This is an optimization exercise on Yosys and OpenROAD, whose aim is a short achievable clock period and few clock cycles, not a production implementation.
Function was checked by simulation only, so behaviour that the tests miss may differ from the original.
No activity file was given, so power comes from the tool's default toggle rates.

// cpu8_core
module cpu8_core (
    input  wire       clk,
    input  wire       rst,           
    input  wire       host_we,
    input  wire       host_sel,      
    input  wire [7:0] host_addr,
    input  wire [7:0] host_wdata,
    output wire [7:0] host_rdata,    
    input  wire       start,
    input  wire [5:0] prog_len,      
    output wire       in_req,
    input  wire       in_valid,
    input  wire       in_eof,
    input  wire [7:0] in_data,
    output wire [1:0] status,        
    output wire [2:0] err_kind,
    output wire [7:0] err_pc,
    output wire       err_op_valid,
    output wire [7:0] err_opcode,
    output wire [7:0] err_detail,
    output wire [7:0] pc_o,
    output wire [7:0] reg_a,
    output wire [7:0] reg_b,
    output wire [7:0] reg_c,
    output wire [7:0] reg_d,
    output wire [7:0] reg_e,
    output wire       flag_c,
    output wire       flag_z,
    output wire       flag_v,
    output wire       flag_n,
    output wire       ev_valid,
    output wire [7:0] ev_iaddr,
    output wire [7:0] ev_opcode
);
Size in the first run: roughly 7500 cells after synthesis, roughly 150 I/O pins.
==> module cpu8_hpre, before the edit <==
module cpu8_hpre (
    input  wire [7:0] a,
    output wire [3:0] p1n,
    output wire [3:0] p2n,
    output wire [7:0] p3n
);
    genvar i;
    generate
        for (i = 0; i < 4; i = i + 1) begin : g_p12
            assign p1n[i] = !((a[1:0] == i) && !a[7]);
            assign p2n[i] = !(a[3:2] == i);
        end
        for (i = 0; i < 8; i = i + 1) begin : g_p3
            assign p3n[i] = !(a[6:4] == i);
        end
    endgenerate
endmodule
Settings: LEC_CHECK=0, CAP_MARGIN=20, CORE_MARGIN=2, CORE_UTILIZATION=40, PLACE_DENSITY=0.6, SETUP_SLACK_MARGIN=4, SLEW_MARGIN=20, SYNTH_HIERARCHICAL=1, TNS_END_PERCENT=100; clock period 10.0 ns.
run.sh (not shown) runs the stock make flow with config.mk's settings and CLKGATE_MAP_FILE= SYNTH_SCRIPT=/design/flow/synth_recipe.tcl, a recipe that flattens the netlist after the stock synthesis.
Testbench counts at the start, summed over its fixed seeds: cycles 11,748.
Then changed:
--- a/flow/design.v
+++ b/flow/design.v
@@ -416,19 +416,32 @@
     output wire [3:0] p1n,
     output wire [3:0] p2n,
     output wire [7:0] p3n
 );
+    wire [7:0] an;
+    cpu8_hinv1 u_inv [7:0] (.a(a), .y(an));
     genvar i;
     generate
         for (i = 0; i < 4; i = i + 1) begin : g_p12
-            assign p1n[i] = !((a[1:0] == i) && !a[7]);
-            assign p2n[i] = !(a[3:2] == i);
+            cpu8_nand3 u_p1 (.a(i[0] ? a[0] : an[0]), .b(i[1] ? a[1] : an[1]), .c(an[7]),
+                             .y(p1n[i]));
+            cpu8_nand2 u_p2 (.a(i[0] ? a[2] : an[2]), .b(i[1] ? a[3] : an[3]), .y(p2n[i]));
         end
         for (i = 0; i < 8; i = i + 1) begin : g_p3
-            assign p3n[i] = !(a[6:4] == i);
+            cpu8_nand3 u_p3 (.a(i[0] ? a[4] : an[4]), .b(i[1] ? a[5] : an[5]),
+                             .c(i[2] ? a[6] : an[6]), .y(p3n[i]));
         end
     endgenerate
 endmodule
+module cpu8_hinv1 (input wire a, output wire y);
+    assign y = !a;
+endmodule
+module cpu8_nand2 (input wire a, input wire b, output wire y);
+    assign y = !(a && b);
+endmodule
+module cpu8_nand3 (input wire a, input wire b, input wire c, output wire y);
+    assign y = !(a && b && c);
+endmodule
 module cpu8_hsel (input wire a, input wire b, input wire c, output wire y);
     assign y = !(a || b || c);
 endmodule
 module cpu8_hl1 (
After rerunning:
- The new run went through all stages and came out clean
- maximum frequency goes down by about 2.3%
- clock-buffer cell count went down by 17
- global-route usage came out higher by 0.19 points
- sequential share of layout area came out higher by 0.59 points
- final cell count is lower by 1.2%
- sequential power hardly moves
- synthesized area decreases by 0.78%
Testbench counts after the change, summed over its fixed seeds: cycles 11,748.


cpu8_core, a different RTL version from the one above (not shown whole).
Size in the first run: roughly 7,400 cells after synthesis, about 150 I/O pins, about 90,000 um^2 of cells after synthesis.
Settings: LEC_CHECK=0, CAP_MARGIN=35, CORE_MARGIN=2, CORE_UTILIZATION=40, PLACE_DENSITY=0.6, SETUP_SLACK_MARGIN=4, SLEW_MARGIN=20, SYNTH_HIERARCHICAL=1, TNS_END_PERCENT=100; clock period 10.0 ns.
Testbench counts at the start, summed over its fixed seeds: cycles 11,748.
Edit:
--- a/flow/design.v
+++ b/flow/design.v
@@ -362,39 +362,38 @@
             end
         end
     end
     wire [3:0] hp1n, hp2n;
     wire [7:0] hp3n;
     wire [99:0] hs;
-    wire [7:0] ht [0:47];
-    wire [7:0] hu [0:11];
+    wire [7:0] ht [0:49];
+    wire [7:0] hu [0:12];
     wire [7:0] hw [0:3];
     cpu8_hpre u_hpre (.a(host_addr), .p1n(hp1n), .p2n(hp2n), .p3n(hp3n));
     genvar gh;
     generate
         for (gh = 0; gh < MEM_SIZE; gh = gh + 1) begin : g_hs
             cpu8_hsel u_s (.a(hp1n[gh % 4]), .b(hp2n[(gh / 4) % 4]), .c(hp3n[gh / 16]),
                            .y(hs[gh]));
         end
-        for (gh = 0; gh < 44; gh = gh + 1) begin : g_ht
+        for (gh = 0; gh < 50; gh = gh + 1) begin : g_ht
             cpu8_hl1 u_t (.s0(hs[2*gh]), .s1(hs[2*gh+1]), .d0(mem[2*gh]), .d1(mem[2*gh+1]),
                           .y(ht[gh]));
         end
-        for (gh = 0; gh < 4; gh = gh + 1) begin : g_ht3
-            cpu8_hl1c u_t (.s0(hs[88+3*gh]), .s1(hs[89+3*gh]), .s2(hs[90+3*gh]),
-                           .d0(mem[88+3*gh]), .d1(mem[89+3*gh]), .d2(mem[90+3*gh]),
-                           .y(ht[44+gh]));
-        end
-        for (gh = 0; gh < 12; gh = gh + 1) begin : g_hu
+        for (gh = 0; gh < 11; gh = gh + 1) begin : g_hu
             cpu8_hl2 u_u (.a(ht[4*gh]), .b(ht[4*gh+1]), .c(ht[4*gh+2]), .d(ht[4*gh+3]),
                           .y(hu[gh]));
         end
-        for (gh = 0; gh < 4; gh = gh + 1) begin : g_hw
+        for (gh = 0; gh < 2; gh = gh + 1) begin : g_hu3
+            cpu8_hl2c u_u (.a(ht[44+3*gh]), .b(ht[45+3*gh]), .c(ht[46+3*gh]), .y(hu[11+gh]));
+        end
+        for (gh = 0; gh < 3; gh = gh + 1) begin : g_hw
             cpu8_hl3c u_w (.a(hu[3*gh]), .b(hu[3*gh+1]), .c(hu[3*gh+2]), .y(hw[gh]));
         end
     endgenerate
+    cpu8_hl3d u_w3 (.a(hu[9]), .b(hu[10]), .c(hu[11]), .d(hu[12]), .y(hw[3]));
     cpu8_hl2  u_out (.a(hw[0]), .b(hw[1]), .c(hw[2]), .d(hw[3]), .y(host_rdata));
     assign status       = st;
     assign err_kind     = ekind;
     assign err_pc       = epc;
     assign err_op_valid = eopv;
     assign err_opcode   = eop;
@@ -445,23 +444,24 @@
 module cpu8_hl2 (
     input  wire [7:0] a, b, c, d,
     output wire [7:0] y
 );
     assign y = ~(a & b & c & d);
 endmodule
-module cpu8_hl1c (
-    input  wire       s0,
-    input  wire       s1,
-    input  wire       s2,
-    input  wire [7:0] d0,
-    input  wire [7:0] d1,
-    input  wire [7:0] d2,
+module cpu8_hl3c (
+    input  wire [7:0] a, b, c,
     output wire [7:0] y
 );
-    assign y = ~(({8{s0}} & d0) | ({8{s1}} & d1) | ({8{s2}} & d2));
+    assign y = ~(a | b | c);
 endmodule
-module cpu8_hl3c (
+module cpu8_hl2c (
     input  wire [7:0] a, b, c,
     output wire [7:0] y
 );
-    assign y = ~(a | b | c);
+    assign y = ~(a & b & c);
+endmodule
+module cpu8_hl3d (
+    input  wire [7:0] a, b, c, d,
+    output wire [7:0] y
+);
+    assign y = ~(a | b | c | d);
 endmodule
Effect: The new run went through all stages and came out clean; via count increases by 1.0%; core utilization went up by 0.40 points; non-clock buffer count grows by 37; count of clock-buffer cells in the layout increases by 3; setup slack got worse by 16 ps.
Testbench counts after the change, summed over its fixed seeds: cycles 11,748.

[port drivers added, routing unchanged]
The results above use ideal ports. As a check the final layouts listed here were re-extracted and re-timed, cells and wires unchanged.
Step 1 sets driving cells, clkbuf_16 on the clock port and buf_2 on the other inputs (assumed; they add their load-dependent delay and slew).
Step 2 times the ports against the registers' clock, not the clock port: input delays grow and output delays shrink by t, the midpoint of the rising clock arrivals with the driver on.
a / b / c = ideal / step 1 / step 2; a / b = the first two.
| run | t (ns) | setup WS [ns] | worst register clock-pin slew, ns | pins driven straight from the clock port |
|---|---|---|---|---|
| the first run of note 1 | 0.926 | 3.558 / 3.511 / 3.122 | 0.07 / 0.07 | 1 |
| the second run of note 1 | 0.959 | 3.409 / 3.187 / 3.187 | 0.07 / 0.07 | 1 |
| the first run of note 2 | 0.952 | 3.711 / 3.453 / 3.453 | 0.08 / 0.08 | 1 |
| the second run of note 2 | 0.929 | 3.695 / 3.515 / 3.275 | 0.07 / 0.07 | 1 |
After both steps setup and hold are still met in every run listed. The setup slack of the first run of note 1, which loses most, moves by -0.047 ns with the drivers and by -0.436 ns with both steps.
